This is an optimization exercise on Yosys and OpenROAD, whose aim is small area, a short achievable clock period and few clock cycles, not a production implementation.
Power figures rest on the tool's default switching activity, not on a simulated workload.

==> run M: inputs <==
// rvc_voice
module rvc_voice (
    input  wire        clk,
    input  wire        rst,           
    input  wire        cmd_valid,
    output wire        cmd_ready,
    input  wire [3:0]  cmd_op,
    input  wire [2:0]  cmd_voice,
    input  wire [31:0] cmd_data,
    output wire [14:0] mem_addr,      
    input  wire [15:0] mem_rdata,     
    output reg         out_valid,
    output reg  [31:0] out_l,
    output reg  [31:0] out_r,
    output reg         rd_valid,
    output reg  [31:0] rd_data
);
==> flow/config.mk <==
export PLATFORM = sky130hd
export DESIGN_NAME = rvc_voice
export DESIGN_NICKNAME = rvc_voice
export VERILOG_FILES = /design/flow/design.v
export SDC_FILE = /design/flow/constraint.sdc
export NUM_CORES = 4
export LEC_CHECK = 0
export ABC_AREA = 1
export CAP_MARGIN = 50
export CORE_MARGIN = 2
export CORE_UTILIZATION = 65
export SLEW_MARGIN = 70
==> flow/constraint.sdc <==
create_clock -name core_clock -period 55.0 [get_ports {clk}]
set_input_delay 11.0000 -clock core_clock [delete_from_list [all_inputs] [get_ports {clk}]]
set_output_delay 11.0000 -clock core_clock [all_outputs]
set_load 0.01 [all_outputs]
run.sh (not shown) runs the stock make flow with config.mk's settings and CLKGATE_MAP_FILE= SYNTH_SCRIPT=/design/flow/synth_recipe.tcl, a recipe that flattens the netlist after the stock synthesis.
==> run X (differences from run M) <==
--- a/flow/design.v
+++ b/flow/design.v
@@ -90,18 +90,18 @@
     wire               neg = t[11];
     wire               tge = !neg && (t >= $signed({6'd0, l}));   
     wire               tgt = !neg && (t >  $signed({6'd0, l}));   
     wire [5:0]  shl = tge ? l : t[5:0];
     wire [11:0] nt  = -t;
     wire [5:0]  shr = (nt > 12'd26) ? 6'd26 : nt[5:0];
-    wire [6:0]  sa7 = neg ? (7'd47 + {1'b0, shr}) : (7'd47 - {1'b0, shl});
-    wire [94:0] xw  = {prod, 47'd0} >> sa7;
+    wire [25:0] wl  = (prod << shl) >> 22;
+    wire [25:0] wr  = prod[47:22] >> shr;
     wire [6:0]  m   = neg ? (7'd22 + {1'b0, shr}) : ((shl > 6'd22) ? 7'd0 : (7'd22 - {1'b0, shl}));
     wire [47:0] msk = ~({48{1'b1}} << m);
     wire        s21 = |(prod & msk);
-    wire [25:0] w1    = xw[47:22];                       
+    wire [25:0] w1    = neg ? wr : wl;                   
     wire        extra = tgt & ~w1[25];                   
     wire [24:0] w     = extra ? w1[24:0] : w1[25:1];     
     wire        guard  = w[0];
     wire        sticky = s21 | (~extra & w1[0]);
     wire        nrm   = tgt | (tge & w1[25]);            
     wire [9:0]  be    = {1'b0, ea} + {1'b0, eb} - 10'd126 - {4'd0, l} - {9'd0, extra};
@@ -204,14 +204,13 @@
     reg         in_v0;        
     reg  [31:0] acc;
     reg  [31:0] prod;
     reg  [31:0] aop;          
     reg  [30:0] bop;          
     reg  [14:0] maddr;
-    reg         x_sgn;        
-    reg  [15:0] x_mag;        
+    reg  [15:0] x_raw;        
     reg         pend_r;       
     reg         rt_pend;      
     reg         c_en, c_pl, c_dc, c_end;
     reg  [11:0] c_posn;
     reg  [4:0]  c_pan;
     integer k;
@@ -252,42 +251,31 @@
                 clamp_gain = F_ONE[30:0];
             else
                 clamp_gain = g[30:0];
         end
     endfunction
     wire [2:0]  vn    = vi + 3'd1;
-    wire [7:0]  oh    = rdy ? (8'd1 << cmd_voice) : ((state == S_TRG0) ? (8'd1 << vi) : (8'd1 << vn));
-    reg         r_en, r_pl, r_dc;
-    reg  [12:0] r_len;
-    reg  [11:0] r_pos;
-    reg  [30:0] r_gn;
-    reg  [4:0]  r_pan;
-    reg  [31:0] r_da;
-    always @* begin
-        r_en = 1'b0; r_pl = 1'b0; r_dc = 1'b0;
-        r_len = 13'd0; r_pos = 12'd0; r_gn = 31'd0; r_pan = 5'd0; r_da = 32'd0;
-        for (k = 0; k < 8; k = k + 1) begin
-            r_en  = r_en  | (oh[k] & enabled[k]);
-            r_pl  = r_pl  | (oh[k] & playing[k]);
-            r_dc  = r_dc  | (oh[k] & decay_on[k]);
-            r_len = r_len | ({13{oh[k]}} & length[k]);
-            r_pos = r_pos | ({12{oh[k]}} & pos[k]);
-            r_gn  = r_gn  | ({31{oh[k]}} & gain[k]);
-            r_pan = r_pan | ({5{oh[k]}}  & pan[k]);
-            r_da  = r_da  | ({32{oh[k]}} & decay_amp[k]);
-        end
-    end
+    wire [2:0]  idx   = rdy ? cmd_voice : ((state == S_TRG0) ? vi : vn);
+    wire        r_en  = enabled[idx];
+    wire        r_pl  = playing[idx];
+    wire        r_dc  = decay_on[idx];
     reg  [7:0]  len_nz;
     always @* for (k = 0; k < 8; k = k + 1) len_nz[k] = length[k] != 13'd0;
     wire        cv_en = enabled[cmd_voice];
     wire        cv_pl = playing[cmd_voice];
     wire        cv_nz = len_nz[cmd_voice];
     wire        cv_rt = cv_en & cv_pl;        
+    wire [12:0] r_len = length[idx];
+    wire [11:0] r_pos = pos[idx];
+    wire [30:0] r_gn  = gain[idx];
+    wire [4:0]  r_pan = pan[idx];
+    wire [31:0] r_da  = decay_amp[idx];
     wire [2:0]  vnn   = vi + 3'd2;
     wire [11:0] r_pnn = pos[vnn];         
-    wire        ma_s  = rt_pend ? x_sgn : acc[31];
+    wire [15:0] x_mag = x_raw[15] ? (~x_raw + 16'd1) : x_raw;
+    wire        ma_s  = rt_pend ? x_raw[15] : acc[31];
     wire [23:0] ma_m  = rt_pend ? {x_mag, 8'd0} : {acc[30:23] != 8'd0, acc[22:0]};
     wire [8:0]  ma_e  = rt_pend ? 9'd127 : ((acc[30:23] == 8'd0) ? 9'd1 : {1'b0, acc[30:23]});
     wire [30:0] mb_f  = in_v0 ? DECAY_FACTOR[30:0] : bop;
     wire [31:0] mul_y;
     fp32_mul u_mul (
         .sa(ma_s), .ma(ma_m), .ea(ma_e),
@@ -295,14 +283,14 @@
         .eb((mb_f[30:23] == 8'd0) ? 9'd1 : {1'b0, mb_f[30:23]}),
         .y(mul_y)
     );
     wire [3:0]  x_lz;
     lzc16 u_xlz (.x(x_mag), .n(x_lz));
     wire [15:0] x_nrm = x_mag << x_lz;
-    wire [31:0] x_f   = (x_mag == 16'd0) ? 32'd0 :
-                        {x_sgn, 8'd127 - {4'd0, x_lz}, x_nrm[14:0], 8'd0};
+    wire [31:0] x_f   = (x_raw == 16'd0) ? 32'd0 :
+                        {x_raw[15], 8'd127 - {4'd0, x_lz}, x_nrm[14:0], 8'd0};
     wire [31:0] add_a = aop;
     wire [31:0] add_b = prod;
     wire [31:0] add_y;
     fp32_add u_add (.a(add_a), .b(add_b), .y(add_y));
     assign cmd_ready = rdy;
     assign mem_addr  = maddr;
@@ -337,14 +325,13 @@
             3'd4: rd_mux = {20'd0, r_pos};
             3'd5: rd_mux = (rt_pend && cmd_voice == vi) ? mul_y : r_da;
             default: rd_mux = 32'd0;
         endcase
     end
     always @(posedge clk) begin
-        x_sgn   <= mem_rdata[15];
-        x_mag   <= mem_rdata[15] ? (~mem_rdata + 16'd1) : mem_rdata;
+        x_raw   <= mem_rdata;
         rd_data <= rd_mux;
         if (rst) begin
             state     <= S_IDLE;
             rdy       <= 1'b1;
             in_v0     <= 1'b0;
             maddr     <= 15'd0;
==> comparison table <==
| item | run X | run M |
|---|---|---|
| Crit-path max cell delay | 0.39 ns | 0.71 ns |
| Placed cells | 13000 | 12200 |
| Number of fill cells | 9689 | 9551 |
| Tap Cells | 1768 | 1662 |
| Inverter count of the layout excluding clock inverters | 1493 | 1156 |
| Worst-case vdd ir drop | 0.215 mV | 0.0902 mV |
| Fraction of final layout cells sized beyond drive strength 1 | 9.39% | 8.39% |
| Final Net Count | 12000 | 11300 |
| Met1 track demand over resource in global routing | 60.3% | 61.3% |
| Global placement routability congestion | 1.10 | 1.09 |
| Reg2reg setup slack | 41.20 ns | 41.64 ns |
| Utilization after layout | 72.6% | 72.3% |
| Run status | timing/DRC/antenna clean | timing/DRC/antenna clean |
| Cell Rows | 134 | 131 |
| Clock-pin slew of the registers on the worst-case setup and hold paths | 0.06 ns | 0.07 ns |
| Cell internal pwr | 2.61 mW | 2.25 mW |
Function was not checked in any run of this note: the RTL went through the layout flow alone.

static timing again, ports no longer ideal:
In the flow no input, the clock included, has a driving cell. The finished layouts below were timed again as built, in two steps. Step 1 sets driving cells, clkbuf_16 on the clock port and buf_2 on the other inputs (assumed; they add their load-dependent delay and slew). Step 2, shift: input delay + t, output delay - t, t = (earliest + latest rising clock arrival at the registers) / 2. This alone moves slack from input paths to output paths. Three values: ideal, step 1, step 2; two values: the first two.
run | shift t [ns] | slack for setup (ns) | worst setup path after step 2 | worst register clock-pin slew, ns
run M | 0.843 | 40.216 / 40.233 / 39.391 | input to register | 0.07 / 0.07
run X | 0.835 | 40.721 / 40.721 / 39.886 | input to register | 0.07 / 0.07
After both steps every run listed still meets setup and hold. For run X, which loses most, drivers alone change the setup slack by 0.000 ns; drivers and shift together by -0.835 ns.
